This is an optimization exercise on Yosys and OpenROAD, whose aim is small area, a short achievable clock period and few clock cycles per item, not a production implementation.
In this exercise RTL edits were held to simulation tests only and were not proved equivalent to the original.

`flow/design.v`:
```
module hsl_conv (
    input  wire       clk,
    input  wire       rst,
    input  wire       in_valid,
    output wire       in_ready,
    input  wire [7:0] in_r,
    input  wire [7:0] in_g,
    input  wire [7:0] in_b,
    output reg        out_valid,
    output reg  [8:0] out_hue,
    output reg  [9:0] out_sat,
    output reg  [9:0] out_light
);
    localparam [11:0] CUT = 12'b000010000101;    
    assign in_ready = 1'b1;
    reg       v0;
    reg [7:0] r0, g0, b0;
    always @(posedge clk) begin
        if (rst) v0 <= 1'b0;
        else     v0 <= in_valid;
        r0 <= in_r;
        g0 <= in_g;
        b0 <= in_b;
    end
    wire        v_a   [0:11], v   [0:11];
    wire [8:0]  s_a   [0:0],  s   [0:0];     
    wire [1:0]  lf_a  [1:11], lf  [1:11];    
    wire [7:0]  d_a   [0:1],  d   [0:1];
    wire [7:0]  e_a   [0:1],  e   [0:1];
    wire [2:0]  sec_a [0:6],  sec [0:6];     
    wire [7:0]  sR_a  [1:11], sR  [1:11];    
    wire [9:0]  sNQ_a [1:11], sNQ [1:11];    
    wire [7:0]  sD_a  [1:11], sD  [1:11];    
    wire [7:0]  hR_a  [1:6],  hR  [1:6];
    wire [5:0]  hNQ_a [1:6],  hNQ [1:6];
    wire [7:0]  hD_a  [1:6],  hD  [1:6];
    wire [8:0]  hue_a [7:11], hue [7:11];    
    function [8:0] add8(input [7:0] a, input [7:0] b, input ci);
        integer i;
        reg c;
        begin
            c = ci;
            for (i = 0; i < 8; i = i + 1) begin
                add8[i] = a[i] ^ b[i] ^ c;
                c = (a[i] & b[i]) | ((a[i] | b[i]) & c);
            end
            add8[8] = c;
        end
    endfunction
    wire rg = (r0 >= g0);
    wire rb = (r0 >= b0);
    wire gb = (g0 >= b0);
    wire maxr = rg & rb;
    wire maxg = ~rg & gb;
    wire maxb = ~rb & ~gb;
    wire minr = ~rg & ~rb;
    wire ming = rg & ~gb;
    wire minb = rb & gb;
    wire pos  = maxr ? gb : (maxg ? ~rb : rg);
    wire [7:0] M   = ({8{maxr}} & r0) | ({8{maxg}} & g0) | ({8{maxb}} & b0);
    wire [7:0] mn  = ({8{minr}} & r0) | ({8{ming}} & g0) | ({8{minb}} & b0);
    wire [7:0] mid = ({8{~maxr & ~minr}} & r0) | ({8{~maxg & ~ming}} & g0)
                   | ({8{~maxb & ~minb}} & b0);
    wire [8:0] xd = add8(M, ~mn, 1'b1);
    wire [8:0] xe = add8(mid, ~mn, 1'b1);
    wire [8:0] xs = add8(M, mn, 1'b0);
    assign v_a[0]   = v0;
    assign d_a[0]   = xd[7:0];
    assign e_a[0]   = xe[7:0];
    assign s_a[0]   = xs;
    assign sec_a[0] = {maxr, maxg, pos};
    wire [8:0]  s1   = s[0];
    wire [7:0]  d1   = d[0];
    wire [7:0]  e1   = e[0];
    wire        pos1 = sec[0][0];
    wire [7:0]  D    = s1[8] ? ~s1[7:0] - 8'd1 : s1[7:0];    
    wire [17:0] Ns   = {d1, 10'd0} - {d1, 4'd0} - {d1, 3'd0} + D[7:1];
    wire [7:0]  dn   = d1 - {7'd0, ~pos1};
    wire [13:0] Nh   = {e1, 6'd0} - {e1, 2'd0} + dn[7:1];
    assign v_a[1]   = v[0];
    assign lf_a[1]  = {s1[8], D == 8'd0};
    assign d_a[1]   = d1;
    assign e_a[1]   = e1;
    assign sec_a[1] = sec[0];
    assign sR_a[1]  = Ns[17:10];
    assign sNQ_a[1] = Ns[9:0];
    assign sD_a[1]  = {D[7:1], D[0] | (D == 8'd0)};
    assign hR_a[1]  = Nh[13:6];
    assign hNQ_a[1] = Nh[5:0];
    assign hD_a[1]  = {d1[7:1], d1[0] | (d1 == 8'd0)};
    genvar k;
    generate
        for (k = 2; k <= 11; k = k + 1) begin : step
            wire [8:0] sT  = {sR[k-1], sNQ[k-1][9]};
            wire [7:0] sDv = sD[k-1];
            reg  [8:0] sb;                        
            integer j;
            always @(*) begin
                sb[0] = 1'b0;
                for (j = 0; j < 8; j = j + 1)
                    sb[j+1] = (~sT[j] & sDv[j]) | ((~sT[j] | sDv[j]) & sb[j]);
            end
            wire       sge = sT[8] | ~sb[8];      
            assign sR_a[k]  = sT[7:0] ^ ({8{sge}} & (sDv ^ sb[7:0]));
            assign sNQ_a[k] = {sNQ[k-1][8:0], sge};
            assign sD_a[k]  = sD[k-1];
            assign v_a[k]   = v[k-1];
            assign lf_a[k]  = lf[k-1];
            if (k <= 7) begin : h
                wire [8:0] hT  = {hR[k-1], hNQ[k-1][5]};
                wire [7:0] hDv = hD[k-1];
                reg  [8:0] hb;                    
                integer j;
                always @(*) begin
                    hb[0] = 1'b0;
                    for (j = 0; j < 8; j = j + 1)
                        hb[j+1] = (~hT[j] & hDv[j]) | ((~hT[j] | hDv[j]) & hb[j]);
                end
                wire       hge = hT[8] | ~hb[8];  
                wire [7:0] hRn = hT[7:0] ^ ({8{hge}} & (hDv ^ hb[7:0]));
                wire [5:0] hNn = {hNQ[k-1][4:0], hge};
                wire [2:0] sc  = sec[k-1];
                if (k < 7) begin : mid_
                    assign hR_a[k]  = hRn;
                    assign hNQ_a[k] = hNn;
                    assign hD_a[k]  = hD[k-1];
                    assign sec_a[k] = sc;
                end else begin : last
                    assign hue_a[k] = {sc, hNn};    
                end
            end else begin : hp
                assign hue_a[k] = hue[k-1];
            end
        end
        for (k = 0; k <= 11; k = k + 1) begin : pipe
            if (CUT[k]) begin : r
                reg v_q;
                always @(posedge clk) begin
                    if (rst) v_q <= 1'b0;
                    else     v_q <= v_a[k];
                end
                assign v[k] = v_q;
            end else begin : w
                assign v[k] = v_a[k];
            end
            if (k == 0) begin : s0
                if (CUT[k]) begin : r
                    reg [8:0] q;
                    always @(posedge clk) q <= s_a[k];
                    assign s[k] = q;
                end else begin : w
                    assign s[k] = s_a[k];
                end
            end else begin : lg
                if (CUT[k]) begin : r
                    reg [1:0] q;
                    always @(posedge clk) q <= lf_a[k];
                    assign lf[k] = q;
                end else begin : w
                    assign lf[k] = lf_a[k];
                end
            end
            if (k <= 1) begin : de
                if (CUT[k]) begin : r
                    reg [7:0] dq, eq;
                    always @(posedge clk) begin dq <= d_a[k]; eq <= e_a[k]; end
                    assign d[k] = dq; assign e[k] = eq;
                end else begin : w
                    assign d[k] = d_a[k]; assign e[k] = e_a[k];
                end
            end
            if (k <= 6) begin : sc
                if (CUT[k]) begin : r
                    reg [2:0] q;
                    always @(posedge clk) q <= sec_a[k];
                    assign sec[k] = q;
                end else begin : w
                    assign sec[k] = sec_a[k];
                end
            end
            if (k >= 1) begin : sd
                if (CUT[k]) begin : r
                    reg [7:0] rq, dq;
                    reg [9:0] nq;
                    always @(posedge clk) begin rq <= sR_a[k]; nq <= sNQ_a[k]; dq <= sD_a[k]; end
                    assign sR[k] = rq; assign sD[k] = dq;
                    if (k <= 8) begin : rb
                        wire [9:0] msk = 10'b0000000111 << (k - 1);
                        wire [9:0] ins = {7'd0, dq[3:1]} << (k - 1);
                        assign sNQ[k] = (nq & ~msk) | ins;
                    end else begin : kb
                        assign sNQ[k] = nq;
                    end
                end else begin : w
                    assign sR[k] = sR_a[k]; assign sNQ[k] = sNQ_a[k]; assign sD[k] = sD_a[k];
                end
            end
            if (k >= 1 && k <= 6) begin : hd
                if (CUT[k]) begin : r
                    reg [7:0] rq, dq;
                    reg [5:0] nq;
                    always @(posedge clk) begin rq <= hR_a[k]; nq <= hNQ_a[k]; dq <= hD_a[k]; end
                    assign hR[k] = rq; assign hNQ[k] = nq; assign hD[k] = dq;
                end else begin : w
                    assign hR[k] = hR_a[k]; assign hNQ[k] = hNQ_a[k]; assign hD[k] = hD_a[k];
                end
            end
            if (k >= 7) begin : hu
                if (CUT[k] && k < 11) begin : r
                    reg [8:0] q;
                    always @(posedge clk) q <= hue_a[k];
                    assign hue[k] = q;
                end else begin : w
                    assign hue[k] = hue_a[k];
                end
            end
        end
    endgenerate
    wire [1:0]  lfe = lf_a[11];
    wire [7:0]  Dl  = {sD_a[11][7:1], sD_a[11][0] & ~lfe[0]};    
    wire [16:0] lt  = {Dl, 8'd0} + {Dl, 6'd0} + Dl + 17'd4136;
    wire [9:0]  L   = {1'b0, Dl, 1'b0} - lt[16:13];
    wire [9:0]  light = lfe[1] ? 10'd1000 - L : L;
    wire [2:0] sc   = hue_a[11][8:6];
    wire [5:0] hq   = hue_a[11][5:0];
    wire [8:0] base = sc[2] ? (sc[0] ? 9'd0 : 9'd360) : (sc[1] ? 9'd120 : 9'd240);
    wire [8:0] hsum = sc[0] ? base + {3'd0, hq} : base - {3'd0, hq};
    wire [8:0] hue_o = (hsum == 9'd360) ? 9'd0 : hsum;
    always @(posedge clk) begin
        if (rst) out_valid <= 1'b0;
        else     out_valid <= v_a[11];
        out_hue   <= hue_o;
        out_sat   <= sNQ_a[11];
        out_light <= light;
    end
endmodule
```
`flow/flow/run.sh`:
```
#!/bin/bash
# The standard layout (the standard.sh: ORFS synthesis through finish)
# with two changes in how it is made:
#  - ABC maps the logic with flow/abc_area.script (area-oriented mapping
#    without ABC's own buffering and gate sizing) instead of ORFS's
#    abc_area.script; ORFS's scripts are copied and only that file replaced;
#  - the port buffers ORFS inserts at global placement are buf_2 cells
#    instead of the default delay-cell buffers.
set -euo pipefail
here=$(pwd)
rm -rf "$here/orfs_scripts"
cp -r "$FLOW_HOME/scripts" "$here/orfs_scripts"
cp "$here/flow/abc_area.script" "$here/orfs_scripts/abc_area.script"
bash standard.sh SCRIPTS_DIR="$here/orfs_scripts" \
    BUFFER_PORTS_ARGS="-buffer_cell sky130_fd_sc_hd__buf_2" finish > make_finish.log 2>&1
```
`flow/flow/abc_area.script`:
```
strash
dch
map -B 0.9
topo
stime -c
```
`flow/standard.sh`:
```
#!/bin/bash
# synth_recipe.tcl (not shown) runs the flow's synth.tcl, then flattens the netlist and writes it again
# the make line also repeats each setting of config.mk as NAME=value (left out here)
make -C /OpenROAD-flow-scripts/flow DESIGN_CONFIG=/design/flow/config.mk WORK_HOME=/design/flow/orfs CLKGATE_MAP_FILE= SYNTH_SCRIPT=/design/flow/synth_recipe.tcl "${@:-finish}"
```
`flow/config.mk`:
```
export PLATFORM = sky130hd
export DESIGN_NAME = hsl_conv
export DESIGN_NICKNAME = hsl_conv
export VERILOG_FILES = /design/flow/design.v
export SDC_FILE = /design/flow/constraint.sdc
export NUM_CORES = 4
export LEC_CHECK = 0
export ABC_AREA = 1
export CAP_MARGIN = 20
export CORE_MARGIN = 2
export CORE_UTILIZATION = 40
export CTS_BUF_LIST = sky130_fd_sc_hd__clkbuf_8
export SLEW_MARGIN = 20
```
`flow/constraint.sdc`:
```
create_clock -name core_clock -period 35.0 [get_ports {clk}]
set_input_delay 7.0000 -clock core_clock [delete_from_list [all_inputs] [get_ports {clk}]]
set_output_delay 7.0000 -clock core_clock [all_outputs]
set_load 0.01 [all_outputs]
```
==> results.tsv, run 1 <==
stage	metric	value	unit
clock_tree	clk buf depth	2	
layout	Layout area overhead	9.96	%
drt	Antenna Nets Post-Route	0	
layout	Fill cells	3085	
die	I/O pin count	58	
placed_design	routability cong.	0.835	
synth	Synth area leaders	dfxtp_1, nand2_1, ha_1, xor2_1, nand3_1	
timing	Worst Skew	0.0167	ns
setup_path	CP startpoint kind	flop	
synth	Primary FF master, synth	dfxtp_1	
run_status	status	no timing/DRC/antenna violations	
placed_design	Detailed Place HPWL	19900	um
timing	Slew HR	61.0	%
timing	period utilisation layout	22.6	%
timing	Slew Viols, Final	0	
setup_path	required time worst endpoint	28.00	ns
setup_path	CP Capture Type	output port	
setup_path	Crit path max-delay family	flip-flops	
setup_path	flop2flop setup slack	27.52	ns
drt	Via density	4.72	
synth	Synth Instances	1757	
synth	Synth top area share	27.8	%
synth	asr flop ratio synth	0	%
timing	# setup viols final	0	
setup_path	beginning of the critical path	out_light[2]	
global_routing	GR Overflow Total	0	
drt	final wirelength	23900	um
synth	Seq/Total Area, Yosys	27.8	%
die	die height	178	um
global_routing	Total GRT Usage	16.2	%
synth	synth unique cells	28	
timing	minimum clock period	7.92	ns
setup_path	Critical Path Fanout Max	1	
die	die area	31800	um^2
timing	RSZ-0062 raised after global routing	false	
setup_path	WP buf/inv	1	
synth	Synth area leader	dfxtp_1	
setup_path	Crit Path Class	flop to output port	
setup_path	r2r worst-path depth	54	
global_routing	met3 usage	2.79	%
clock_tree	hold buffer count at CTS	0	
setup_path	Crit-path slowest cell	dfxtp_1	
drt	First DRT Iteration DRCs	394	
global_routing	largest net degree at the start of global routing	19	
flow_run	Max Cap Violations	0	
clock_tree	H-tree level count	4	
clock_tree	CTS Buf Count	17	
die	core area	29800	um^2
placed_design	IO buf count	56	
die	Starting Density	40.8	%
setup_path	reg2reg start	pipe[2].sd.r.nq[3]	
timing	final hold slack	0.332	ns
timing	final hold vios	0	
drt	drt first pass iters	4	
setup_path	reg2reg end	pipe[7].sd.r.rq[0]	
synth	Mapped Nets	1910	
timing	Slew @ Worst Pin	0.578	ns
clock_tree	TritonCTS Sinks	169	
global_routing	vias in the first global route	9658	
drt	DRC errors left	0	
setup_path	WP depth	1	
global_routing	met1 Use GR	20.0	%
global_routing	initial antenna violation count	0	
synth	Post-synth EDFFs	0	
clock_tree	Reg clk slew, reported paths	0.09	ns
layout	layout cell share with drive strength beyond 1	6.83	%
timing	post-route setup TNS	0	ns
setup_path	termination of the worst setup path	out_light[2]	
global_routing	first-pass GRT wire length	42600	um
clock_tree	Root Buffer	clkbuf_8	
global_routing	grt met2 use	28.6	%
clock_tree	number of setup buffers added after CTS	0	
die	row cnt	63	
setup_path	crit-path max cell delay	0.32	ns
die	DIE WIDTH	178	um
synth	number of synthesized register bits	169	
global_routing	Top Usage Layer GRT	met2	
setup_path	worst path cell trace	buf_2	
drt	post-DR wirelength/cell	10.7	um
setup_path	Critical Path AT	0.92	ns
synth	mapped cell area	12200	um^2
hold_path	Hold Crit Class	flop to flop	
synth	syn avg cell area	6.93	um^2
timing	f_max	126	MHz
clock_tree	clock network latency to the later pin of the worst-skew pair	0.47	ns
clock_tree	CTS tree	done	
clock_tree	CTS-repair resized insts	0	
synth	Ys Warns	1	
layout	Antenna diodes	0	
layout	final net count	1984	
drt	vias	10547	
-- per-stage QoR --
step | area [um^2] | std cells | utilization (%) | worst slack, ns
2_1_floorplan | 12200 | 1757 | - | 27.67
3_3_place_gp | 12900 | 2202 | 43.4 | 27.58
3_5_place_dp | 12900 | 2202 | 43.4 | 27.41
4_1_cts | 13400 | 2234 | 44.9 | 27.02
5_1_grt | 13400 | 2234 | 44.9 | 26.05
6_report | 13400 | 2234 | 44.9 | 27.08
-- placed cells by master (no fill, tap or decap), drive strengths merged, types with 4 or more instances in the layout --
master	netlist	final
clkbuf	0	19
nor3	7	7
nand4	5	5
a21o	5	5
nand3	217	217
xnor2	32	32
buf	1	56
or2	25	25
a21boi	9	9
a22o	7	7
o21ai	54	54
xor2	131	131
o31ai	5	5
fa	26	26
ha	100	100
nand2	549	549
nand3b	9	9
dfxtp	169	169
clkinv	268	271
nor2	65	65
bufinv	0	4
a21oi	57	57
o211ai	5	5
-- layout make-up --
class / instances / area [um^2] / area share, %
flip-flops and latches: 169 / 3380 / 25.3
clock inverters: 13 / 190 / 1.42
repair buffers: 56 / 280 / 2.09
clock buffers: 19 / 262 / 1.95
well taps: 390 / 488 / 3.65
inverters: 268 / 1010 / 7.52
multi-input cells: 1319 / 7770 / 58.1
-- worst min-delay path by stage --
| stage | startpoint | depth (start not counted) | end |
|---|---|---|---|
| 6_report | pipe[2].sc.r.q[1] | 0 | pipe[7].hu.r.q[7] |
| 5_1_grt | pipe[7].sd.r.nq[1] | 0 | out_sat[5] |
| 4_1_cts | pipe[2].sc.r.q[1] | 0 | pipe[7].hu.r.q[7] |
| 3_5_place_dp | pipe[2].sc.r.q[1] | 0 | pipe[7].hu.r.q[7] |
| 3_3_place_gp | pipe[2].sc.r.q[1] | 0 | pipe[7].hu.r.q[7] |
| 2_1_floorplan | pipe[7].sd.r.nq[0] | 0 | out_sat[4] |
-- routing by layer --
metal  part of all wire (%)  vias to the layer above
met5                      0                        -
met4                    1.6                        0
met3                    2.2                       25
met2                     48                       99
met1                     48                     4685
li1                       -                     5738
-- worst register-to-register path: cells and delay by family (launching register included) --
kind          cells  cell delay (ns)
flops             1             0.53
buf+inv           4             0.71
simple gates     47             5.40
xor+xnor          3             0.76
-- state kept, by name, summed over array words and instances, names as in the netlist, 9 cells and up --
name and flops:
pipe.sd.r.nq 18, pipe.sd.r.dq 12, out_sat 10, pipe.s0.r.q 9
out_hue 9, out_light 10, pipe.sd.r.rq 16, pipe.hu.r.q 9
-- cells in the mapped netlist (7+ instances only) --
library cell    n
dfxtp_1       169
a22o_2          7
o21ai_0        54
nor3_1          7
xnor2_1        32
nand2_1       549
nand3_1       217
ha_1          100
a21oi_1        57
clkinv_1      268
a21boi_0        9
fa_1           26
or2_2          25
xor2_1        131
nor2_1         65
nand3b_1        9
-- kinds of logic after synthesis --
family,synth area share (%)
DFF,27.8
xor gates and xnor gates,11.7
AOI/OAI and AO/OA,7.18
adders and majority gates,14.6
buffers and inverters,8.33
and+or+nand+nor,30.4
other,0.0308
Testbench counts, summed over its fixed seeds: cycles 8,040, items 8,000.
==> inputs of run 2 (changes only) <==
--- a/flow/design.v
+++ b/flow/design.v
@@ -47,9 +47,19 @@
             add8[8] = c;
         end
     endfunction
-    wire rg = (r0 >= g0);
-    wire rb = (r0 >= b0);
-    wire gb = (g0 >= b0);
+    function ge8(input [7:0] a, input [7:0] b);
+        integer i;
+        reg bw;
+        begin
+            bw = 1'b0;
+            for (i = 0; i < 8; i = i + 1)
+                bw = (~a[i] & b[i]) | ((~a[i] | b[i]) & bw);
+            ge8 = ~bw;
+        end
+    endfunction
+    wire rg = ge8(r0, g0);
+    wire rb = ge8(r0, b0);
+    wire gb = ge8(g0, b0);
     wire maxr = rg & rb;
     wire maxg = ~rg & gb;
     wire maxb = ~rb & ~gb;
@@ -218,13 +228,273 @@
     endgenerate
     wire [1:0]  lfe = lf_a[11];
     wire [7:0]  Dl  = {sD_a[11][7:1], sD_a[11][0] & ~lfe[0]};    
-    wire [16:0] lt  = {Dl, 8'd0} + {Dl, 6'd0} + Dl + 17'd4136;
-    wire [9:0]  L   = {1'b0, Dl, 1'b0} - lt[16:13];
-    wire [9:0]  light = lfe[1] ? 10'd1000 - L : L;
+    reg  [3:0]  lt;                                                
+    always @(*) begin
+        case (Dl)
+            8'd13: lt = 4'd1;
+            8'd14: lt = 4'd1;
+            8'd15: lt = 4'd1;
+            8'd16: lt = 4'd1;
+            8'd17: lt = 4'd1;
+            8'd18: lt = 4'd1;
+            8'd19: lt = 4'd1;
+            8'd20: lt = 4'd1;
+            8'd21: lt = 4'd1;
+            8'd22: lt = 4'd1;
+            8'd23: lt = 4'd1;
+            8'd24: lt = 4'd1;
+            8'd25: lt = 4'd1;
+            8'd26: lt = 4'd1;
+            8'd27: lt = 4'd1;
+            8'd28: lt = 4'd1;
+            8'd29: lt = 4'd1;
+            8'd30: lt = 4'd1;
+            8'd31: lt = 4'd1;
+            8'd32: lt = 4'd1;
+            8'd33: lt = 4'd1;
+            8'd34: lt = 4'd1;
+            8'd35: lt = 4'd1;
+            8'd36: lt = 4'd1;
+            8'd37: lt = 4'd1;
+            8'd38: lt = 4'd1;
+            8'd39: lt = 4'd2;
+            8'd40: lt = 4'd2;
+            8'd41: lt = 4'd2;
+            8'd42: lt = 4'd2;
+            8'd43: lt = 4'd2;
+            8'd44: lt = 4'd2;
+            8'd45: lt = 4'd2;
+            8'd46: lt = 4'd2;
+            8'd47: lt = 4'd2;
+            8'd48: lt = 4'd2;
+            8'd49: lt = 4'd2;
+            8'd50: lt = 4'd2;
+            8'd51: lt = 4'd2;
+            8'd52: lt = 4'd2;
+            8'd53: lt = 4'd2;
+            8'd54: lt = 4'd2;
+            8'd55: lt = 4'd2;
+            8'd56: lt = 4'd2;
+            8'd57: lt = 4'd2;
+            8'd58: lt = 4'd2;
+            8'd59: lt = 4'd2;
+            8'd60: lt = 4'd2;
+            8'd61: lt = 4'd2;
+            8'd62: lt = 4'd2;
+            8'd63: lt = 4'd2;
+            8'd64: lt = 4'd3;
+            8'd65: lt = 4'd3;
+            8'd66: lt = 4'd3;
+            8'd67: lt = 4'd3;
+            8'd68: lt = 4'd3;
+            8'd69: lt = 4'd3;
+            8'd70: lt = 4'd3;
+            8'd71: lt = 4'd3;
+            8'd72: lt = 4'd3;
+            8'd73: lt = 4'd3;
+            8'd74: lt = 4'd3;
+            8'd75: lt = 4'd3;
+            8'd76: lt = 4'd3;
+            8'd77: lt = 4'd3;
+            8'd78: lt = 4'd3;
+            8'd79: lt = 4'd3;
+            8'd80: lt = 4'd3;
+            8'd81: lt = 4'd3;
+            8'd82: lt = 4'd3;
+            8'd83: lt = 4'd3;
+            8'd84: lt = 4'd3;
+            8'd85: lt = 4'd3;
+            8'd86: lt = 4'd3;
+            8'd87: lt = 4'd3;
+            8'd88: lt = 4'd3;
+            8'd89: lt = 4'd3;
+            8'd90: lt = 4'd4;
+            8'd91: lt = 4'd4;
+            8'd92: lt = 4'd4;
+            8'd93: lt = 4'd4;
+            8'd94: lt = 4'd4;
+            8'd95: lt = 4'd4;
+            8'd96: lt = 4'd4;
+            8'd97: lt = 4'd4;
+            8'd98: lt = 4'd4;
+            8'd99: lt = 4'd4;
+            8'd100: lt = 4'd4;
+            8'd101: lt = 4'd4;
+            8'd102: lt = 4'd4;
+            8'd103: lt = 4'd4;
+            8'd104: lt = 4'd4;
+            8'd105: lt = 4'd4;
+            8'd106: lt = 4'd4;
+            8'd107: lt = 4'd4;
+            8'd108: lt = 4'd4;
+            8'd109: lt = 4'd4;
+            8'd110: lt = 4'd4;
+            8'd111: lt = 4'd4;
+            8'd112: lt = 4'd4;
+            8'd113: lt = 4'd4;
+            8'd114: lt = 4'd4;
+            8'd115: lt = 4'd5;
+            8'd116: lt = 4'd5;
+            8'd117: lt = 4'd5;
+            8'd118: lt = 4'd5;
+            8'd119: lt = 4'd5;
+            8'd120: lt = 4'd5;
+            8'd121: lt = 4'd5;
+            8'd122: lt = 4'd5;
+            8'd123: lt = 4'd5;
+            8'd124: lt = 4'd5;
+            8'd125: lt = 4'd5;
+            8'd126: lt = 4'd5;
+            8'd127: lt = 4'd5;
+            8'd128: lt = 4'd5;
+            8'd129: lt = 4'd5;
+            8'd130: lt = 4'd5;
+            8'd131: lt = 4'd5;
+            8'd132: lt = 4'd5;
+            8'd133: lt = 4'd5;
+            8'd134: lt = 4'd5;
+            8'd135: lt = 4'd5;
+            8'd136: lt = 4'd5;
+            8'd137: lt = 4'd5;
+            8'd138: lt = 4'd5;
+            8'd139: lt = 4'd5;
+            8'd140: lt = 4'd5;
+            8'd141: lt = 4'd6;
+            8'd142: lt = 4'd6;
+            8'd143: lt = 4'd6;
+            8'd144: lt = 4'd6;
+            8'd145: lt = 4'd6;
+            8'd146: lt = 4'd6;
+            8'd147: lt = 4'd6;
+            8'd148: lt = 4'd6;
+            8'd149: lt = 4'd6;
+            8'd150: lt = 4'd6;
+            8'd151: lt = 4'd6;
+            8'd152: lt = 4'd6;
+            8'd153: lt = 4'd6;
+            8'd154: lt = 4'd6;
+            8'd155: lt = 4'd6;
+            8'd156: lt = 4'd6;
+            8'd157: lt = 4'd6;
+            8'd158: lt = 4'd6;
+            8'd159: lt = 4'd6;
+            8'd160: lt = 4'd6;
+            8'd161: lt = 4'd6;
+            8'd162: lt = 4'd6;
+            8'd163: lt = 4'd6;
+            8'd164: lt = 4'd6;
+            8'd165: lt = 4'd6;
+            8'd166: lt = 4'd7;
+            8'd167: lt = 4'd7;
+            8'd168: lt = 4'd7;
+            8'd169: lt = 4'd7;
+            8'd170: lt = 4'd7;
+            8'd171: lt = 4'd7;
+            8'd172: lt = 4'd7;
+            8'd173: lt = 4'd7;
+            8'd174: lt = 4'd7;
+            8'd175: lt = 4'd7;
+            8'd176: lt = 4'd7;
+            8'd177: lt = 4'd7;
+            8'd178: lt = 4'd7;
+            8'd179: lt = 4'd7;
+            8'd180: lt = 4'd7;
+            8'd181: lt = 4'd7;
+            8'd182: lt = 4'd7;
+            8'd183: lt = 4'd7;
+            8'd184: lt = 4'd7;
+            8'd185: lt = 4'd7;
+            8'd186: lt = 4'd7;
+            8'd187: lt = 4'd7;
+            8'd188: lt = 4'd7;
+            8'd189: lt = 4'd7;
+            8'd190: lt = 4'd7;
+            8'd191: lt = 4'd7;
+            8'd192: lt = 4'd8;
+            8'd193: lt = 4'd8;
+            8'd194: lt = 4'd8;
+            8'd195: lt = 4'd8;
+            8'd196: lt = 4'd8;
+            8'd197: lt = 4'd8;
+            8'd198: lt = 4'd8;
+            8'd199: lt = 4'd8;
+            8'd200: lt = 4'd8;
+            8'd201: lt = 4'd8;
+            8'd202: lt = 4'd8;
+            8'd203: lt = 4'd8;
+            8'd204: lt = 4'd8;
+            8'd205: lt = 4'd8;
+            8'd206: lt = 4'd8;
+            8'd207: lt = 4'd8;
+            8'd208: lt = 4'd8;
+            8'd209: lt = 4'd8;
+            8'd210: lt = 4'd8;
+            8'd211: lt = 4'd8;
+            8'd212: lt = 4'd8;
+            8'd213: lt = 4'd8;
+            8'd214: lt = 4'd8;
+            8'd215: lt = 4'd8;
+            8'd216: lt = 4'd8;
+            8'd217: lt = 4'd9;
+            8'd218: lt = 4'd9;
+            8'd219: lt = 4'd9;
+            8'd220: lt = 4'd9;
+            8'd221: lt = 4'd9;
+            8'd222: lt = 4'd9;
+            8'd223: lt = 4'd9;
+            8'd224: lt = 4'd9;
+            8'd225: lt = 4'd9;
+            8'd226: lt = 4'd9;
+            8'd227: lt = 4'd9;
+            8'd228: lt = 4'd9;
+            8'd229: lt = 4'd9;
+            8'd230: lt = 4'd9;
+            8'd231: lt = 4'd9;
+            8'd232: lt = 4'd9;
+            8'd233: lt = 4'd9;
+            8'd234: lt = 4'd9;
+            8'd235: lt = 4'd9;
+            8'd236: lt = 4'd9;
+            8'd237: lt = 4'd9;
+            8'd238: lt = 4'd9;
+            8'd239: lt = 4'd9;
+            8'd240: lt = 4'd9;
+            8'd241: lt = 4'd9;
+            8'd242: lt = 4'd9;
+            8'd243: lt = 4'd10;
+            8'd244: lt = 4'd10;
+            8'd245: lt = 4'd10;
+            8'd246: lt = 4'd10;
+            8'd247: lt = 4'd10;
+            8'd248: lt = 4'd10;
+            8'd249: lt = 4'd10;
+            8'd250: lt = 4'd10;
+            8'd251: lt = 4'd10;
+            8'd252: lt = 4'd10;
+            8'd253: lt = 4'd10;
+            8'd254: lt = 4'd10;
+            8'd255: lt = 4'd10;
+            default: lt = 4'd0;
+        endcase
+    end
+    wire        sb  = lfe[1];
+    wire [9:0]  la  = sb ? ~{1'b0, Dl, 1'b0} : {1'b0, Dl, 1'b0};
+    wire [9:0]  lb  = sb ? (10'd1001 + {6'd0, lt}) : {6'h3f, ~lt};
+    wire [9:0]  light = la + lb + {9'd0, ~sb};
     wire [2:0] sc   = hue_a[11][8:6];
     wire [5:0] hq   = hue_a[11][5:0];
     wire [8:0] base = sc[2] ? (sc[0] ? 9'd0 : 9'd360) : (sc[1] ? 9'd120 : 9'd240);
-    wire [8:0] hsum = sc[0] ? base + {3'd0, hq} : base - {3'd0, hq};
+    wire [8:0] hqx  = {3'd0, hq} ^ {9{~sc[0]}};
+    reg  [8:0] hsum;
+    reg        hc;
+    integer    hi;
+    always @(*) begin
+        hc = ~sc[0];
+        for (hi = 0; hi < 9; hi = hi + 1) begin
+            hsum[hi] = base[hi] ^ hqx[hi] ^ hc;
+            hc = (base[hi] & hqx[hi]) | ((base[hi] | hqx[hi]) & hc);
+        end
+    end
     wire [8:0] hue_o = (hsum == 9'd360) ? 9'd0 : hsum;
     always @(posedge clk) begin
         if (rst) out_valid <= 1'b0;
==> results.tsv, run 2 <==
stage	metric	value	unit	change
synth	largest family of logic cells by synthesized area	simple AND/OR/NAND/NOR gates		
setup_path	Critical Path AT	0.91	ns	about the same
global_routing	Total GRT Usage	16.2	%	about the same
drt	drt first pass iters	5		+1
synth	number of synthesized register bits	169		unchanged
synth	most frequent cell after synthesis	nand2_1		
layout	Antenna diodes	0		unchanged
clock_tree	CTS-repair resized insts	0		unchanged
placed_design	area post-placement	12400	um^2	-3.8%
clock_tree	number of setup buffers added after CTS	0		unchanged
placed_design	IO buf count	56		unchanged
layout	Layout area overhead	9.55	%	
layout	leading cell types in the layout, fill and taps excluded	nand2_1, clkinv_1, nand3_1, dfxtp_1, xor2_1		
synth	Synth top area share	28.9	%	+1.1 points
global_routing	GR Overflow Total	0		unchanged
timing	post-route setup TNS	0	ns	unchanged
flow_run	Max Cap Violations	0		unchanged
setup_path	Crit-path slowest cell	dfxtp_1		
layout	max FFs per register	18		unchanged
clock_tree	clk buf depth	2		unchanged
setup_path	Critical Path Fanout Max	1		unchanged
clock_tree	H-tree level count	4		unchanged
synth	asr flop ratio synth	0	%	unchanged
setup_path	WP buf/inv	1		unchanged
synth	Post-synth top cells	nand2_1, clkinv_1, nand3_1		
synth	Post-synth EDFFs	0		unchanged
die	die height	175	um	-1.9%
die	Starting Density	40.7	%	-0.12 points
drt	Antenna Nets Post-Route	0		unchanged
placed_design	routability cong.	0.853		+2.2%
drt	First DRT Iteration DRCs	412		+4.6%
die	DIE WIDTH	175	um	-1.9%
setup_path	CP startpoint kind	flop		
synth	Mapped Nets	1816		-4.9%
layout	leading cell type in the layout, fill and taps excluded	nand2_1		
hold_path	Hold Crit Class	flop to flop		
timing	RSZ-0062 raised after global routing	false		
synth	Synth area leader	dfxtp_1		
timing	# setup viols final	0		unchanged
timing	Slew @ Worst Pin	0.607	ns	+0.0288 ns
setup_path	crit-path max cell delay	0.32	ns	about the same
timing	Slew Viols, Final	0		unchanged
placed_design	Detailed Place HPWL	19100	um	-4.0%
setup_path	Crit path max-delay family	flip-flops		
synth	mapped cell area	11700	um^2	-3.9%
clock_tree	Root Buffer	clkbuf_8		
synth	syn avg cell area	6.88	um^2	-0.67%
timing	final hold vios	0		unchanged
timing	Worst Skew	0.0183	ns	+0.00159 ns
global_routing	largest net degree at the start of global routing	19		unchanged
run_status	status	no timing/DRC/antenna violations		
setup_path	Crit Path Class	flop to output port		
layout	final net count	1888		-4.8%
clock_tree	hold buffer count at CTS	0		unchanged
drt	post-DR wirelength/cell	10.8	um	+1.2%
die	I/O pin count	58		unchanged
synth	Synth Instances	1699		-3.3%
die	core area	28700	um^2	-3.7%
clock_tree	clock network latency to the later pin of the worst-skew pair	0.47	ns	about the same
drt	final wirelength	23500	um	-1.8%
clock_tree	TritonCTS Sinks	169		unchanged
clock_tree	Reg clk slew, reported paths	0.09	ns	about the same
die	row cnt	62		-1.6%
timing	period utilisation layout	22.6	%	about the same
synth	synth unique cells	34		+21%
layout	final instance area	12800	um^2	-4.3%
setup_path	worst path cell trace	buf_2		
layout	Reg with most FFs	pipe.sd.r.nq		
synth	compound-cell area share of the yosys netlist	7.53	%	+0.35 points
synth	Ys Warns	1		unchanged
layout	Regs by FF count	pipe.sd.r.nq x18, pipe.sd.r.rq x16, pipe.sd.r.dq x12		
synth	Post-Synth Simple-Gate Area	31.4	%	+1.0 points
global_routing	initial antenna violation count	1		+1
drt	DRC errors left	0		unchanged
timing	f_max	126	MHz	about the same
layout	layout cell share with drive strength beyond 1	6.84	%	+0.0094 points
global_routing	first-pass GRT wire length	41800	um	-1.9%
synth	Synth area leaders	dfxtp_1, nand2_1, nand3_1, xor2_1, clkinv_1		
synth	Primary FF master, synth	dfxtp_1		
drt	Via density	4.75		+0.66%
timing	minimum clock period	7.91	ns	-0.00480 ns
clock_tree	CTS tree	done		
setup_path	CP Capture Type	output port		
timing	Slew HR	59.4	%	-1.7 points
synth	adder-cell share of the synthesized area	11.6	%	-3.0 points
synth	multiplexer area fraction after synthesis	0.0856	%	+0.086 points
die	die area	30600	um^2	-3.9%
synth	xor/xnor share of the synthesized area	12.0	%	+0.26 points
synth	Seq/Total Area, Yosys	28.9	%	+1.1 points
setup_path	required time worst endpoint	28.00	ns	about the same
global_routing	vias in the first global route	9502		-1.6%
drt	vias	10298		-2.4%
clock_tree	CTS Buf Count	17		unchanged
[run 2: cell count changes in the layout (fill, tap and decap cells not counted), sizes merged, moves of 6 or more]
cell | before | now
a21oi | 57 | 41
clkinv | 271 | 264
ha | 100 | 61
nand2 | 549 | 536
nand3 | 217 | 242
nor2 | 65 | 50
nor3 | 7 | 0
o21ai | 54 | 60
o221ai | 0 | 9
o22ai | 0 | 6
xor2 | 131 | 124
[run 2: final cells by class]
cell class	count	area, um^2
fill	2986	15900
multi-input combinational	1268	7320
sequential	169	3380
inverter	259	972
tap	384	480
timing repair buffer	56	280
clock buffer	18	248
clock inverter	13	123
[run 2: routing by layer]
| metal | up-vias | GRT usage [%] | share of wire, % |
|---|---|---|---|
| met3 | 31 | 2.33 | 2.5 |
| met5 | - | 0 | 0 |
| met4 | 0 | 5.49 | 1.7 |
| met1 | 4555 | 20.5 | 47 |
| li1 | 5573 | - | - |
| met2 | 139 | 28.3 | 48 |
[run 2: through the flow]
stage	utilization [%]	setup WS, ns	hold WS (ns)	instances
global route	44.6	25.99	0.339	2167
finish	44.6	27.09	0.328	2167
global placement	43.3	27.59	0.312	2136
detailed placement	43.3	27.35	0.315	2136
floorplan	-	27.67	0.310	1699
CTS	44.6	27.05	0.325	2167
[run 2: worst reg2reg max path, delay by kind of cell (launching register included)]
family	cells	cell delay, ns
xor gates and xnor gates	2	0.48
DFF	1	0.54
and+or+nand+nor	51	5.92
buffers and inverters	3	0.61
[run 2: path summary, 6_finish.rpt]
kind,start,end,slack [ns],depth (start not counted)
min,pipe[2].lg.r.q[0],pipe[7].lg.r.q[0],0.33,0
max,out_sat[7],out_sat[7],27.09,1
max reg2reg,pipe[2].sd.r.nq[3],pipe[7].sd.r.rq[2],27.36,56
min reg2reg,pipe[2].lg.r.q[0],pipe[7].lg.r.q[0],0.33,0
[run 2: logic make-up (layout without fill, tap and decap cells)]
| family | after synthesis | after routing |
|---|---|---|
| AOI/OAI and AO/OA | 148 | 148 |
| xor gates and xnor gates | 160 | 160 |
| adders and majority gates | 91 | 91 |
| buffers and inverters | 262 | 346 |
| DFF | 169 | 169 |
| muxes | 1 | 1 |
| other | 1 | 1 |
| and+or+nand+nor | 867 | 867 |
Testbench counts of run 2, summed over its fixed seeds: cycles 8,040, items 8,000.
==> inputs of run 3 (changes only) <==
==> flow/flow/abc_area.script (replaced) <==
strash
dch
map -B 0.5
topo
stime -c
--- a/flow/config.mk
+++ b/flow/config.mk
@@ -10,4 +10,6 @@
 export CORE_MARGIN = 2
 export CORE_UTILIZATION = 40
 export CTS_BUF_LIST = sky130_fd_sc_hd__clkbuf_8
+export CTS_CLUSTER_DIAMETER = 100
+export CTS_CLUSTER_SIZE = 40
 export SLEW_MARGIN = 20
==> results.tsv, run 3 <==
stage	metric	value	unit	change
drt	Antenna Nets Post-Route	0		unchanged
drt	DRC errors left	0		unchanged
hold_path	hold wc startpoint	pipe[2].sc.r.q[0]		
clock_tree	CTS tree	done		
timing	RSZ-0062 raised after global routing	false		
setup_path	Crit Path Class	flop to output port		
clock_tree	H-tree level count	4		unchanged
timing	Worst Skew	0.0208	ns	+0.00257 ns
drt	vias	9883		-4.0%
synth	number of synthesized register bits	169		unchanged
run_status	status	no timing/DRC/antenna violations		
layout	leading cell type in the layout, fill and taps excluded	nand2_1		
global_routing	vias in the first global route	9379		-1.3%
drt	final wirelength	24300	um	+3.2%
die	I/O pin count	58		unchanged
global_routing	largest net degree at the start of global routing	21		+2
die	row cnt	62		unchanged
drt	drt first pass iters	6		+1
timing	Slew Viols, Final	0		unchanged
die	Starting Density	40.4	%	-0.30 points
setup_path	beginning of the critical path	out_hue[3]		
layout	Reg with most FFs	pipe.sd.r.nq		
timing	# setup viols final	0		unchanged
global_routing	GR Overflow Total	0		unchanged
synth	mapped cell area	11600	um^2	-1.0%
timing	final hold slack	0.326	ns	-0.00182 ns
setup_path	CP startpoint kind	flop		
synth	Synth area leaders	dfxtp_1, nand2_1, xor2_1, clkinv_1, ha_1		
setup_path	WP buf/inv	1		unchanged
global_routing	Total GRT Usage	17.0	%	+0.77 points
setup_path	required time worst endpoint	28.00	ns	about the same
timing	minimum clock period	7.92	ns	+0.00390 ns
synth	Post-synth top cells	nand2_1, clkinv_1, xor2_1		
global_routing	initial antenna violation count	0		-1
flow_run	Max Cap Violations	0		unchanged
layout	Layout area overhead	9.97	%	
layout	Antenna diodes	0		unchanged
clock_tree	number of setup buffers added after CTS	0		unchanged
clock_tree	clk buf depth	2		unchanged
setup_path	Crit-path slowest cell	dfxtp_1		
setup_path	crit-path max cell delay	0.32	ns	about the same
layout	max FFs per register	18		unchanged
synth	asr flop ratio synth	0	%	unchanged
timing	post-route setup TNS	0	ns	unchanged
clock_tree	hold buffer count at CTS	0		unchanged
global_routing	first-pass GRT wire length	42800	um	+2.4%
synth	Seq/Total Area, Yosys	29.2	%	+0.29 points
synth	Synth area leader	dfxtp_1		
timing	f_max	126	MHz	about the same
placed_design	IO buf count	56		unchanged
placed_design	routability cong.	0.832		-2.5%
clock_tree	Root Buffer	clkbuf_8		
setup_path	Critical Path AT	0.92	ns	about the same
timing	Slew HR	52.4	%	-7.0 points
timing	Slew @ Worst Pin	0.708	ns	+0.101 ns
synth	Primary FF master, synth	dfxtp_1		
clock_tree	TritonCTS Sinks	169		unchanged
setup_path	worst path cell trace	buf_2		
layout	layout cell share with drive strength beyond 1	7.13	%	+0.29 points
clock_tree	CTS Buf Count	17		unchanged
clock_tree	Reg clk slew, reported paths	0.10	ns	about the same
clock_tree	clock network latency to the later pin of the worst-skew pair	0.48	ns	about the same
drt	post-DR wirelength/cell	11.7	um	+7.5%
die	core area	28600	um^2	-0.27%
die	die height	174	um	-0.49%
die	die area	30300	um^2	-0.98%
synth	Ys Warns	1		unchanged
drt	Via density	4.75		about the same
synth	Synth top area share	29.2	%	+0.29 points
setup_path	Critical Path Fanout Max	1		unchanged
synth	Mapped Nets	1729		-4.8%
setup_path	CP Capture Type	output port		
timing	final hold vios	0		unchanged
synth	most frequent cell after synthesis	nand2_1		
synth	Synth Instances	1612		-5.1%
clock_tree	CTS-repair resized insts	0		unchanged
layout	leading cell types in the layout, fill and taps excluded	nand2_1, clkinv_1, xor2_1, dfxtp_1, nand3_1		
synth	Post-synth EDFFs	0		unchanged
layout	final net count	1801		-4.6%
die	DIE WIDTH	174	um	-0.49%
setup_path	reg2reg start	pipe[2].sd.r.dq[2]		
hold_path	Hold Crit Class	flop to flop		
synth	synth unique cells	36		+5.9%
layout	Regs by FF count	pipe.sd.r.nq x18, pipe.sd.r.rq x16, pipe.sd.r.dq x12		
placed_design	Detailed Place HPWL	19500	um	+1.8%
synth	syn avg cell area	7.18	um^2	+4.3%
timing	period utilisation layout	22.6	%	about the same
drt	First DRT Iteration DRCs	494		+20%
setup_path	Crit path max-delay family	flip-flops		
-- run 3: final timing paths --
path | to | slack (ns) | cells past startpoint
setup / recovery | out_hue[3] | 27.08 | 1
hold / removal | pipe[7].hu.r.q[6] | 0.33 | 0
setup reg to reg | pipe[7].sd.r.rq[6] | 27.60 | 56
hold reg to reg | pipe[7].hu.r.q[6] | 0.33 | 0
-- run 3: logic make-up after synthesis --
family / synth area share (%)
AND/OR/NAND/NOR: 26.2
buffers and inverters: 7.43
XOR/XNOR: 15.9
AO/OA/AOI/OAI: 8.93
flip-flops: 29.2
adder cells (fa/ha/maj): 12.3
other: 0.0324
-- run 3: area by class of cell --
type                       count  area [um^2]
clock buffer                  18          248
clock inverter                14          160
fill                        2943        15900
inverter                     225          845
multi-input combinational   1215         7330
sequential                   169         3380
tap                          384          480
timing repair buffer          56          280
-- run 3: layer usage --
layer,global-route usage [%],routed length [um],vias up
li1,-,-,5294
met1,21.8,11800,4422
met2,29.2,11300,140
met3,2.69,710,27
met4,5.18,385,0
met5,0,0,-
-- run 3: through the flow --
step | setup WS, ns | std cells | util, % | area, um^2
2_1_floorplan | 27.67 | 1612 | - | 11600
3_3_place_gp | 27.59 | 2049 | 43.0 | 12300
3_5_place_dp | 27.58 | 2049 | 43.0 | 12300
4_1_cts | 27.03 | 2081 | 44.5 | 12700
5_1_grt | 26.38 | 2081 | 44.5 | 12700
6_report | 27.08 | 2081 | 44.5 | 12700
==> inputs of run 4 (changes only) <==
--- a/flow/config.mk
+++ b/flow/config.mk
@@ -10,6 +10,4 @@
 export CORE_MARGIN = 2
 export CORE_UTILIZATION = 40
 export CTS_BUF_LIST = sky130_fd_sc_hd__clkbuf_8
-export CTS_CLUSTER_DIAMETER = 100
-export CTS_CLUSTER_SIZE = 40
 export SLEW_MARGIN = 20
==> results.tsv, run 4 <==
stage	metric	value	unit	change
layout	Fill cells	2943		unchanged
timing	Slew HR	52.4	%	unchanged
flow_run	Max Cap Violations	0		unchanged
timing	period utilisation layout	22.6	%	unchanged
layout	leading cell types in the layout, fill and taps excluded	nand2_1, clkinv_1, xor2_1, dfxtp_1, nand3_1		
synth	Primary FF master, synth	dfxtp_1		
hold_path	Hold EP	pipe[7].hu.r.q[6]		
synth	Synth top area share	29.2	%	unchanged
layout	Reg with most FFs	pipe.sd.r.nq		
drt	Via density	4.75		unchanged
drt	First DRT Iteration DRCs	494		unchanged
layout	area of the multi-input gates	7330	um^2	unchanged
layout	layout cell share with drive strength beyond 1	7.13	%	unchanged
synth	number of synthesized register bits	169		unchanged
setup_path	flop2flop setup slack	27.60	ns	about the same
clock_tree	CTS-repair resized insts	0		unchanged
layout	Regs by FF count	pipe.sd.r.nq x18, pipe.sd.r.rq x16, pipe.sd.r.dq x12		
timing	Worst Skew	0.0208	ns	unchanged
setup_path	Crit Path Class	flop to output port		
die	row cnt	62		unchanged
hold_path	Hold Crit Class	flop to flop		
hold_path	Hold Crit Depth	0		unchanged
clock_tree	hold buffer count at CTS	0		unchanged
setup_path	required time worst endpoint	28.00	ns	about the same
clock_tree	number of setup buffers added after CTS	0		unchanged
setup_path	crit-path max cell delay	0.32	ns	about the same
die	die area	30300	um^2	unchanged
setup_path	reg2reg end	pipe[7].sd.r.rq[6]		
clock_tree	clock network latency to the later pin of the worst-skew pair	0.48	ns	about the same
synth	synth unique cells	36		unchanged
drt	DRC errors left	0		unchanged
synth	Mapped Nets	1729		unchanged
layout	final net count	1801		unchanged
synth	mapped cell area	11600	um^2	unchanged
placed_design	DP Worst Slack	27.58	ns	unchanged
setup_path	Critical Path Fanout Max	1		unchanged
timing	# setup viols final	0		unchanged
placed_design	area post-placement	12300	um^2	unchanged
layout	sequential cell area	3380	um^2	unchanged
synth	Seq/Total Area, Yosys	29.2	%	unchanged
timing	final setup margin	27.08	ns	unchanged
clock_tree	CTS tree	done		
placed_design	IO buf count	56		unchanged
drt	vias	9883		unchanged
setup_path	r2r worst-path depth	56		unchanged
synth	syn avg cell area	7.18	um^2	unchanged
synth	Post-synth top cells	nand2_1, clkinv_1, xor2_1		
drt	drt first pass iters	6		unchanged
timing	final hold slack	0.326	ns	unchanged
setup_path	beginning of the critical path	out_hue[3]		
die	core area	28600	um^2	unchanged
global_routing	initial antenna violation count	0		unchanged
synth	Synth Instances	1612		unchanged
synth	Post-synth EDFFs	0		unchanged
timing	Slew Viols, Final	0		unchanged
synth	Ys Warns	1		unchanged
synth	asr flop ratio synth	0	%	unchanged
global_routing	first-pass GRT wire length	42800	um	unchanged
layout	final instance area	12700	um^2	unchanged
global_routing	Total GRT Usage	17.0	%	unchanged
synth	Synth area leaders	dfxtp_1, nand2_1, xor2_1, clkinv_1, ha_1		
die	Starting Density	40.4	%	unchanged
timing	RSZ-0062 raised after global routing	false		
timing	final hold vios	0		unchanged
drt	post-DR wirelength/cell	11.7	um	unchanged
synth	Synth area leader	dfxtp_1		
global_routing	vias in the first global route	9379		unchanged
die	DIE WIDTH	174	um	unchanged
clock_tree	Root Buffer	clkbuf_8		
die	die height	174	um	unchanged
setup_path	Critical Path AT	0.92	ns	about the same
clock_tree	TritonCTS Sinks	169		unchanged
setup_path	reg2reg start	pipe[2].sd.r.dq[2]		
run_status	status	no timing/DRC/antenna violations		
timing	Slew @ Worst Pin	0.708	ns	unchanged
clock_tree	CTS Buf Count	17		unchanged
setup_path	WP buf/inv	1		unchanged
clock_tree	Reg clk slew, reported paths	0.10	ns	about the same
layout	max FFs per register	18		unchanged
setup_path	CP startpoint kind	flop		
timing	f_max	126	MHz	unchanged
drt	Antenna Nets Post-Route	0		unchanged
layout	Layout area overhead	9.97	%	unchanged
layout	Antenna diodes	0		unchanged
timing	post-route setup TNS	0	ns	unchanged
die	I/O pin count	58		unchanged
hold_path	hold wc startpoint	pipe[2].sc.r.q[0]		
setup_path	worst path cell trace	buf_2		
placed_design	Detailed Place HPWL	19500	um	unchanged
clock_tree	clk buf depth	2		unchanged
placed_design	routability cong.	0.832		unchanged
layout	final core occ	44.5	%	unchanged
setup_path	CP Capture Type	output port		
timing	minimum clock period	7.92	ns	unchanged
drt	final wirelength	24300	um	unchanged
clock_tree	H-tree level count	4		unchanged
global_routing	largest net degree at the start of global routing	21		unchanged
setup_path	Crit-path slowest cell	dfxtp_1		
setup_path	Crit path max-delay family	flip-flops		
layout	leading cell type in the layout, fill and taps excluded	nand2_1		
global_routing	GR Overflow Total	0		unchanged
synth	most frequent cell after synthesis	nand2_1		
run 4: cell counts in the layout (fill, tap and decap cells not counted):
Identical to the previous run, type by type.
run 4: layer usage:
layer	routed length [um]	global-route usage, %
met5	0	0
met4	385	5.18
met3	710	2.69
met2	11300	29.2
met1	11800	21.8
run 4: through the flow:
stage                     instances
final                          2081
after floorplan                1612
after CTS                      2081
after global routing           2081
after detailed placement       2049
after global placement         2049
run 4: logic make-up (layout without fill, tap and decap cells):
logic type | after synthesis | after routing | synth area share [%]
xor gates and xnor gates | 210 | 210 | 15.9
and+or+nand+nor | 732 | 732 | 26.2
other | 1 | 1 | 0.0324
AOI/OAI and AO/OA | 174 | 174 | 8.93
adders and majority gates | 98 | 98 | 12.3
buffers and inverters | 228 | 313 | 7.43
DFF | 169 | 169 | 29.2
run 4: final cells by class:
cell class | instances | area share (%)
multi-input cells | 1215 | 57.6
flip-flops and latches | 169 | 26.6
inverters | 225 | 6.64
well taps | 384 | 3.78
repair buffers | 56 | 2.20
clock buffers | 18 | 1.95
clock inverters | 14 | 1.26
run 4: worst max-delay path by stage:
| stage | depth (start not counted) | to |
|---|---|---|
| after floorplan | 0 | out_hue[0] |
| after global placement | 1 | out_sat[0] |
| after detailed placement | 1 | out_sat[1] |
| after CTS | 1 | out_hue[2] |
| after global routing | 54 | pipe[7].sd.r.rq[6] |
| final | 1 | out_hue[3] |
==> inputs of run 5 (changes only) <==
--- a/flow/config.mk
+++ b/flow/config.mk
@@ -9,5 +9,5 @@
 export CAP_MARGIN = 20
 export CORE_MARGIN = 2
 export CORE_UTILIZATION = 40
-export CTS_BUF_LIST = sky130_fd_sc_hd__clkbuf_8
+export CTS_BUF_LIST = sky130_fd_sc_hd__clkbuf_4 sky130_fd_sc_hd__clkbuf_8
 export SLEW_MARGIN = 20
==> results.tsv, run 5 <==
stage	metric	value	unit	change
synth	syn avg cell area	7.18	um^2	unchanged
clock_tree	TritonCTS Sinks	169		unchanged
die	die area	30300	um^2	unchanged
die	I/O pin count	58		unchanged
run_status	status	no timing/DRC/antenna violations		
setup_path	termination of the worst setup path	out_hue[3]		
setup_path	CP Capture Type	output port		
die	DIE WIDTH	174	um	unchanged
setup_path	Critical Path AT	0.91	ns	about the same
layout	Regs by FF count	pipe.sd.r.nq x18, pipe.sd.r.rq x16, pipe.sd.r.dq x12		
synth	synth unique cells	36		unchanged
layout	Fill cells	2944		+0.034%
clock_tree	CTS tree	done		
synth	number of synthesized register bits	169		unchanged
clock_tree	Root Buffer	clkbuf_8		
timing	RSZ-0062 raised after global routing	false		
synth	Synth top area share	29.2	%	unchanged
setup_path	flop2flop setup slack	27.60	ns	about the same
placed_design	DP Worst Slack	27.58	ns	unchanged
timing	final hold vios	0		unchanged
timing	Slew @ Worst Pin	0.708	ns	unchanged
layout	leading cell type in the layout, fill and taps excluded	nand2_1		
hold_path	Hold Crit Class	flop to flop		
drt	Via density	4.74		-0.25%
timing	# setup viols final	0		unchanged
synth	Ys Warns	1		unchanged
synth	asr flop ratio synth	0	%	unchanged
layout	Antenna diodes	0		unchanged
setup_path	reg2reg end	pipe[7].sd.r.rq[6]		
timing	Worst Skew	0.0205	ns	-0.000279 ns
timing	post-route setup TNS	0	ns	unchanged
setup_path	required time worst endpoint	28.00	ns	about the same
global_routing	initial antenna violation count	0		unchanged
setup_path	Crit path max-delay family	flip-flops		
layout	final net count	1801		unchanged
setup_path	reg2reg start	pipe[2].sd.r.dq[2]		
layout	layout cell share with drive strength beyond 1	7.19	%	+0.059 points
synth	Primary FF master, synth	dfxtp_1		
synth	Synth area leader	dfxtp_1		
timing	f_max	126	MHz	about the same
layout	Reg with most FFs	pipe.sd.r.nq		
placed_design	Detailed Place HPWL	19500	um	unchanged
clock_tree	number of setup buffers added after CTS	0		unchanged
setup_path	beginning of the critical path	out_hue[3]		
setup_path	Critical Path Fanout Max	1		unchanged
global_routing	largest net degree at the start of global routing	21		unchanged
die	core area	28600	um^2	unchanged
clock_tree	hold buffer count at CTS	0		unchanged
timing	period utilisation layout	22.6	%	about the same
synth	Mapped Nets	1729		unchanged
setup_path	Crit-path slowest cell	dfxtp_1		
synth	Post-synth top cells	nand2_1, clkinv_1, xor2_1		
clock_tree	CTS-repair resized insts	0		unchanged
timing	Slew HR	52.4	%	unchanged
drt	vias	9858		-0.25%
setup_path	CP startpoint kind	flop		
drt	drt first pass iters	5		-1
global_routing	GR Overflow Total	0		unchanged
global_routing	Total GRT Usage	17.0	%	about the same
placed_design	routability cong.	0.832		unchanged
timing	minimum clock period	7.91	ns	-0.00340 ns
clock_tree	CTS Buf Count	17		unchanged
clock_tree	Reg clk slew, reported paths	0.10	ns	about the same
synth	mapped cell area	11600	um^2	unchanged
synth	Synth area leaders	dfxtp_1, nand2_1, xor2_1, clkinv_1, ha_1		
drt	DRC errors left	0		unchanged
die	row cnt	62		unchanged
drt	First DRT Iteration DRCs	469		-5.1%
global_routing	vias in the first global route	9388		+0.096%
drt	post-DR wirelength/cell	11.6	um	about the same
synth	Post-synth EDFFs	0		unchanged
flow_run	Max Cap Violations	0		unchanged
layout	leading cell types in the layout, fill and taps excluded	nand2_1, clkinv_1, xor2_1, dfxtp_1, nand3_1		
timing	Slew Viols, Final	0		unchanged
placed_design	IO buf count	56		unchanged
setup_path	r2r worst-path depth	56		unchanged
setup_path	WP depth	1		unchanged
clock_tree	clock network latency to the later pin of the worst-skew pair	0.48	ns	about the same
synth	Synth Instances	1612		unchanged
layout	max FFs per register	18		unchanged
clock_tree	clk buf depth	2		unchanged
die	Starting Density	40.4	%	unchanged
setup_path	Crit Path Class	flop to output port		
timing	final hold slack	0.326	ns	+0.000429 ns
timing	final setup margin	27.09	ns	+0.00340 ns
setup_path	crit-path max cell delay	0.32	ns	about the same
clock_tree	H-tree level count	4		unchanged
setup_path	WP buf/inv	1		unchanged
layout	Layout area overhead	10.0	%	about the same
synth	most frequent cell after synthesis	nand2_1		
die	die height	174	um	unchanged
layout	final core occ	44.5	%	about the same
global_routing	first-pass GRT wire length	42800	um	unchanged
drt	Antenna Nets Post-Route	0		unchanged
setup_path	worst path cell trace	buf_2		
drt	final wirelength	24200	um	about the same
synth	Seq/Total Area, Yosys	29.2	%	unchanged
-- run 5: cell counts after synthesis --
Identical to the previous run, type by type.
-- run 5: kinds of logic (layout without fill, tap and decap cells) --
group / count (synthesis) / in the layout / share of synthesized area, %
XOR/XNOR: 210 / 210 / 15.9
other: 1 / 1 / 0.0324
flip-flops: 169 / 169 / 29.2
adder cells (fa/ha/maj): 98 / 98 / 12.3
AO/OA/AOI/OAI: 174 / 174 / 8.93
buffers and inverters: 228 / 313 / 7.43
AND/OR/NAND/NOR: 732 / 732 / 26.2
-- run 5: how the worst min path moves through the flow --
stage          depth (start not counted)  slack (ns)                 end          startpoint
2_1_floorplan                          0        0.31          out_sat[4]  pipe[7].sd.r.nq[0]
3_3_place_gp                           0        0.31  pipe[7].sd.r.nq[9]  pipe[2].sd.r.nq[4]
3_5_place_dp                           0        0.31   pipe[7].lg.r.q[1]   pipe[2].lg.r.q[1]
4_1_cts                                0        0.32   pipe[7].hu.r.q[6]   pipe[2].sc.r.q[0]
5_1_grt                                0        0.32   pipe[7].hu.r.q[6]   pipe[2].sc.r.q[0]
6_report                               0        0.33   pipe[7].hu.r.q[6]   pipe[2].sc.r.q[0]
-- run 5: final cells by class --
cell class                      count  area, um^2  area share (%)
Multi-Input combinational cell   1215        7330            57.6
Sequential cell                   169        3380            26.6
Inverter                          225         845            6.64
Tap cell                          384         480            3.77
Timing Repair Buffer               56         280            2.20
Clock buffer                       19         255            2.01
Clock inverter                     13         156            1.23
-- run 5: stage by stage --
step | area (um^2) | instances
after detailed placement | 12300 | 2049
after global placement | 12300 | 2049
after floorplan | 11600 | 1612
after global routing | 12700 | 2081
after CTS | 12700 | 2081
final | 12700 | 2081
-- run 5: layer usage --
layer	wire length [um]	GRT usage, %
met2	11300	29.2
met4	380	5.11
met5	0	0
met1	11800	21.9
met3	737	2.62

-- re-timing with driven ports --
The results above use ideal ports. As a check the final layouts listed here were re-extracted and re-timed, cells and wires unchanged. Step 1, drivers: a clkbuf_16 drives clk and a buf_2 each remaining input, both assumed. Step 2 also shifts input and output timing later by t, the mid clock arrival at the registers, as if the neighbouring blocks saw the same clock. Slacks: no drivers / after step 1 / after step 2; pairs: no drivers / after step 1.
| run | t, ns | slack for setup (ns) | worst slew at a driven data input, ns |
|---|---|---|---|
| run 1 | 0.512 | 27.082 / 27.035 / 27.523 | 0.03 |
| run 2 | 0.504 | 27.087 / 27.042 / 27.360 | 0.03 |
| run 3 | 0.512 | 27.083 / 27.040 / 27.552 | 0.03 |
| run 4 | 0.512 | 27.083 / 27.040 / 27.552 | 0.03 |
| run 5 | 0.510 | 27.087 / 27.042 / 27.552 | 0.03 |
After both steps every run listed still meets setup and hold.
